Context: an optimization exercise on an open-source flow, tuned for small area. The choices shown serve that exercise and are no tape-out recipe. Only simulation tests tie the RTL to the original design; equivalence was not proved. The clock port is modelled as an ideal driver; clocking choices that lean on that would not hold on a real chip. Power figures rest on the tool's default switching activity, not on a simulated workload.

Setup of run A:
// ooktx
module ooktx (
    input  wire        clk,
    input  wire        rst,
    input  wire        us_tick,
    input  wire        bus_sel,
    input  wire        bus_wr,
    input  wire [4:0]  bus_addr,
    input  wire [31:0] bus_wdata,
    output reg  [31:0] bus_rdata,
    output wire        bus_err,
    output wire        ook_out
);
export LEC_CHECK = 0
export CAP_MARGIN = 0
export CORE_MARGIN = 2
export CORE_UTILIZATION = 70
export CTS_BUF_LIST = sky130_fd_sc_hd__clkbuf_4
export SLEW_MARGIN = 0
create_clock -name core_clock -period 20.0 [get_ports {clk}]
standard.sh (not shown) runs the stock make flow with config.mk's settings and CLKGATE_MAP_FILE= SYNTH_SCRIPT=/design/flow/synth_recipe.tcl, a recipe that flattens the netlist after the stock synthesis.
==> flow/flow/run.sh <==
#!/bin/bash
# Own layout flow: the standard ORFS flow with four changes.
#  1. The final technology mapping (Yosys abc) uses flow/area.abc, an
#     area-oriented ABC script, instead of ORFS's speed script, and adders
#     are left to ABC instead of being extracted into half/full-adder cells
#     first (ADDER_MAP_FILE empty). Everything else in synthesis is the standard flow's
#     synthesis (synth_recipe.tcl), so the registers and their names are the
#     standard synthesis's.
#  2. Port buffers are buf_1 cells (BUFFER_PORTS_ARGS).
#  3. Clock tree synthesis (CTS_ARGS) as ORFS runs it, with clkbuf_4
#     buffers and without dummy loads.
#  4. After CTS (POST_CTS_TCL = flow/post_cts.tcl), each clock buffer whose
#     sinks see more than 110 ps of slew is upsized to clkbuf_8, keeping the
#     flip-flop clock-pin slew well under the standard flow's limit.
# Each tool's output goes to a log file in this folder; ORFS's own logs are
# under orfs/logs.
set -euo pipefail
W=$(pwd)
cat > "$W/own_synth.tcl" <<EOF
proc abc {args} {
  set i [lsearch -exact \$args -script]
  if {\$i >= 0} { lset args [expr {\$i + 1}] {$W/flow/area.abc} }
  yosys abc {*}\$args
}
source {$W/synth_recipe.tcl}
EOF
sed "s#/synth_recipe\.tcl#/own_synth.tcl#" standard.sh > own_standard.sh
grep -q own_synth.tcl own_standard.sh
export POST_CTS_TCL="$W/flow/post_cts.tcl"
bash own_standard.sh "ADDER_MAP_FILE=" "POST_CTS_TCL=$W/flow/post_cts.tcl" \
    "BUFFER_PORTS_ARGS=-buffer_cell sky130_fd_sc_hd__buf_1" \
    "CTS_ARGS=-sink_clustering_enable -repair_clock_nets -buf_list sky130_fd_sc_hd__clkbuf_4 -root_buf sky130_fd_sc_hd__clkbuf_4 -dont_use_dummy_load" \
    finish > "$W/orfs_make.log" 2>&1
test -s out/final.def
==> flow/flow/post_cts.tcl <==
# POST_CTS hook: upsize the clock tree's clkbuf_4 buffers whose sinks see a
# clock slew over 110 ps (placement parasitics) to clkbuf_8, then legalize.
estimate_parasitics -placement
set n 0
foreach inst [get_cells -hierarchical *] {
  if {[get_property $inst ref_name] ne "sky130_fd_sc_hd__clkbuf_4"} { continue }
  set opin [get_pins -of_objects $inst -filter "direction == output"]
  set mx 0
  foreach p [get_pins -of_objects [get_nets -of_objects $opin] -filter "direction == input"] {
    set s [get_property $p slew_max]
    if {$s > $mx} { set mx $s }
  }
  if {$mx > 0.110} {
    replace_cell $inst sky130_fd_sc_hd__clkbuf_8
    incr n
  }
}
puts "post_cts: upsized $n clock buffers to clkbuf_8"
detailed_placement
check_placement -verbose
estimate_parasitics -placement
Other scripts of this flow, unchanged in this note and not shown: flow/flow/area.abc
In summary, run A completed successfully, with a layout that passed the timing, DRC and antenna checks.
--- input diff run A..run B ---
# run A
export LEC_CHECK = 0
export CAP_MARGIN = 0
export CORE_MARGIN = 2
export CORE_UTILIZATION = 70
export CTS_BUF_LIST = sky130_fd_sc_hd__clkbuf_4
export SLEW_MARGIN = 0
create_clock -name core_clock -period 20.0 [get_ports {clk}]
# run B
export LEC_CHECK = 0
export CAP_MARGIN = 0
export CORE_MARGIN = 2
export CORE_UTILIZATION = 80
export CTS_BUF_LIST = sky130_fd_sc_hd__clkbuf_8
export SLEW_MARGIN = 0
create_clock -name core_clock -period 20.0 [get_ports {clk}]
==> flow/flow/run.sh <==
#!/bin/bash
set -euo pipefail
W=$(pwd)
cat > "$W/own_synth.tcl" <<EOF
proc abc {args} {
  set i [lsearch -exact \$args -script]
  if {\$i >= 0} { lset args [expr {\$i + 1}] {$W/flow/area.abc} }
  yosys abc {*}\$args
}
source {$W/synth_recipe.tcl}
EOF
sed "s#/synth_recipe\.tcl#/own_synth.tcl#" standard.sh > own_standard.sh
grep -q own_synth.tcl own_standard.sh
bash own_standard.sh "ADDER_MAP_FILE=" \
    "BUFFER_PORTS_ARGS=-buffer_cell sky130_fd_sc_hd__buf_1" \
    "CTS_ARGS=-sink_clustering_enable -repair_clock_nets -buf_list sky130_fd_sc_hd__clkbuf_8 -root_buf sky130_fd_sc_hd__clkbuf_2 -dont_use_dummy_load" \
    finish > "$W/orfs_make.log" 2>&1
test -s out/final.def
removed: flow/flow/post_cts.tcl
Across both runs, area growth from synthesis to layout was higher for run B than for run A. Summary: global-route wire length before repair, run B worse than run A. Relative slew slack on run B is behind run A.
[inputs] run C vs run B
# run B
export LEC_CHECK = 0
export CAP_MARGIN = 0
export CORE_MARGIN = 2
export CORE_UTILIZATION = 80
export CTS_BUF_LIST = sky130_fd_sc_hd__clkbuf_8
export SLEW_MARGIN = 0
create_clock -name core_clock -period 20.0 [get_ports {clk}]
# run C
export LEC_CHECK = 0
export CAP_MARGIN = 0
export CORE_MARGIN = 2
export CORE_UTILIZATION = 70
export CTS_BUF_LIST = sky130_fd_sc_hd__clkbuf_4
export SLEW_MARGIN = 0
create_clock -name core_clock -period 20.0 [get_ports {clk}]
--- a/flow/flow/run.sh
+++ b/flow/flow/run.sh
@@ -1,0 +2,15 @@
+# Own layout flow: the standard ORFS flow with four changes.
+#  1. The final technology mapping (Yosys abc) uses flow/area.abc, an
+#     area-oriented ABC script, instead of ORFS's speed script, and adders
+#     are left to ABC instead of being extracted into half/full-adder cells
+#     first (ADDER_MAP_FILE empty). Everything else in synthesis is the standard flow's
+#     synthesis (synth_recipe.tcl), so the registers and their names are the
+#     standard synthesis's.
+#  2. Port buffers are buf_1 cells (BUFFER_PORTS_ARGS).
+#  3. Clock tree synthesis (CTS_ARGS) as ORFS runs it, with clkbuf_4
+#     buffers and without dummy loads.
+#  4. After CTS (POST_CTS_TCL = flow/post_cts.tcl), each clock buffer whose
+#     sinks see more than 100 ps of slew is upsized to clkbuf_8, keeping the
+#     flip-flop clock-pin slew well under the standard flow's limit.
+# Each tool's output goes to a log file in this folder; ORFS's own logs are
+# under orfs/logs.
@@ -14 +29,2 @@
-bash own_standard.sh "ADDER_MAP_FILE=" \
+export POST_CTS_TCL="$W/flow/post_cts.tcl"
+bash own_standard.sh "ADDER_MAP_FILE=" "POST_CTS_TCL=$W/flow/post_cts.tcl" \
@@ -16 +32 @@
-    "CTS_ARGS=-sink_clustering_enable -repair_clock_nets -buf_list sky130_fd_sc_hd__clkbuf_8 -root_buf sky130_fd_sc_hd__clkbuf_2 -dont_use_dummy_load" \
+    "CTS_ARGS=-sink_clustering_enable -repair_clock_nets -buf_list sky130_fd_sc_hd__clkbuf_4 -root_buf sky130_fd_sc_hd__clkbuf_4 -dont_use_dummy_load" \
==> flow/flow/post_cts.tcl (new file) <==
# POST_CTS hook: upsize the clock tree's clkbuf_4 buffers whose sinks see a
# clock slew over 100 ps (placement parasitics) to clkbuf_8, then legalize.
estimate_parasitics -placement
set n 0
foreach inst [get_cells -hierarchical *] {
  if {[get_property $inst ref_name] ne "sky130_fd_sc_hd__clkbuf_4"} { continue }
  set opin [get_pins -of_objects $inst -filter "direction == output"]
  set mx 0
  foreach p [get_pins -of_objects [get_nets -of_objects $opin] -filter "direction == input"] {
    set s [get_property $p slew_max]
    if {$s > $mx} { set mx $s }
  }
  if {$mx > 0.100} {
    replace_cell $inst sky130_fd_sc_hd__clkbuf_8
    incr n
  }
}
puts "post_cts: upsized $n clock buffers to clkbuf_8"
detailed_placement
check_placement -verbose
estimate_parasitics -placement
## What came out
The part of the total power dissipated in combinational logic was comparable across run C and run B. [compare] base=run B new=run C: global-route usage now sits lower, hold slack now sits at about the same level, slew at the pin closest to its max-slew limit now sits lower. Per the comparison of run C with run B, design area held steady; number of diodes added for antenna fixing shrank by 1.
For run D, these inputs were changed with respect to run C:
# run C
export LEC_CHECK = 0
export CAP_MARGIN = 0
export CORE_MARGIN = 2
export CORE_UTILIZATION = 70
export CTS_BUF_LIST = sky130_fd_sc_hd__clkbuf_4
export SLEW_MARGIN = 0
create_clock -name core_clock -period 20.0 [get_ports {clk}]
# run D
export LEC_CHECK = 0
export CAP_MARGIN = 0
export CORE_MARGIN = 2
export CORE_UTILIZATION = 60
export CTS_BUF_LIST = sky130_fd_sc_hd__clkbuf_8
export SLEW_MARGIN = 0
create_clock -name core_clock -period 20.0 [get_ports {clk}]
==> flow/flow/run.sh <==
#!/bin/bash
set -euo pipefail
W=$(pwd)
cat > "$W/own_synth.tcl" <<EOF
proc abc {args} {
  set i [lsearch -exact \$args -script]
  if {\$i >= 0} { lset args [expr {\$i + 1}] {$W/flow/area.abc} }
  yosys abc {*}\$args
}
source {$W/synth_recipe.tcl}
EOF
sed "s#/synth_recipe\.tcl#/own_synth.tcl#" standard.sh > own_standard.sh
grep -q own_synth.tcl own_standard.sh
bash own_standard.sh "ADDER_MAP_FILE=" \
    "BUFFER_PORTS_ARGS=-buffer_cell sky130_fd_sc_hd__buf_1" \
    "CTS_ARGS=-sink_clustering_enable -repair_clock_nets -buf_list sky130_fd_sc_hd__clkbuf_8 -root_buf sky130_fd_sc_hd__clkbuf_2 -dont_use_dummy_load" \
    finish > "$W/orfs_make.log" 2>&1
test -s out/final.def
removed: flow/flow/post_cts.tcl
==> comparison <==
- Worst setup slack, run C and run D: larger value in run D
- Total power of run D is higher than that of run C.
- Area of the core deteriorates in run D relative to run C.
- Cell count of the worst reg-to-reg path: run D vs run C down 1
- Total number of vias came out lower on run D than on run C.
- The combinational power on run D is in line with that on run C.
- Going from run C to run D, number of instances in the synthesized netlist ~0 delta, first-iteration DRC count down about 0.6%, worst vdd rail ir drop increased by about 4.5% relative to the old numbers.
- Run D reports its slowest stage cell on the critical path as sky130_fd_sc_hd__or2_0 while run C reports sky130_fd_sc_hd__nor4_1.

## separate check: timing with driven ports
The flow's constraints put no driver on any port. The routed layouts listed below were extracted and timed again, unchanged, in two steps.
Step 1, drivers: a clkbuf_16 drives clk and a buf_2 each remaining input, both assumed.
Step 2 also shifts input and output timing later by t, the mid clock arrival at the registers, as if the neighbouring blocks saw the same clock.
a / b / c = ideal ports / drivers / drivers and shift; a / b = the first two.
run | t (ns) | slack for setup (ns) | clock arrival spread, ns
run A | 0.441 | 6.449 / 6.415 / 6.415 | 0.029 / 0.029
run B | 0.828 | 6.057 / 6.033 / 6.033 | 0.042 / 0.042
run C | 0.457 | 6.378 / 6.343 / 6.343 | 0.038 / 0.037
run D | 0.853 | 7.098 / 7.075 / 7.075 | 0.028 / 0.028
After both steps every run listed still meets setup and hold. The setup slack of run C, which loses most, moves by -0.035 ns with the drivers and by -0.035 ns with both steps.
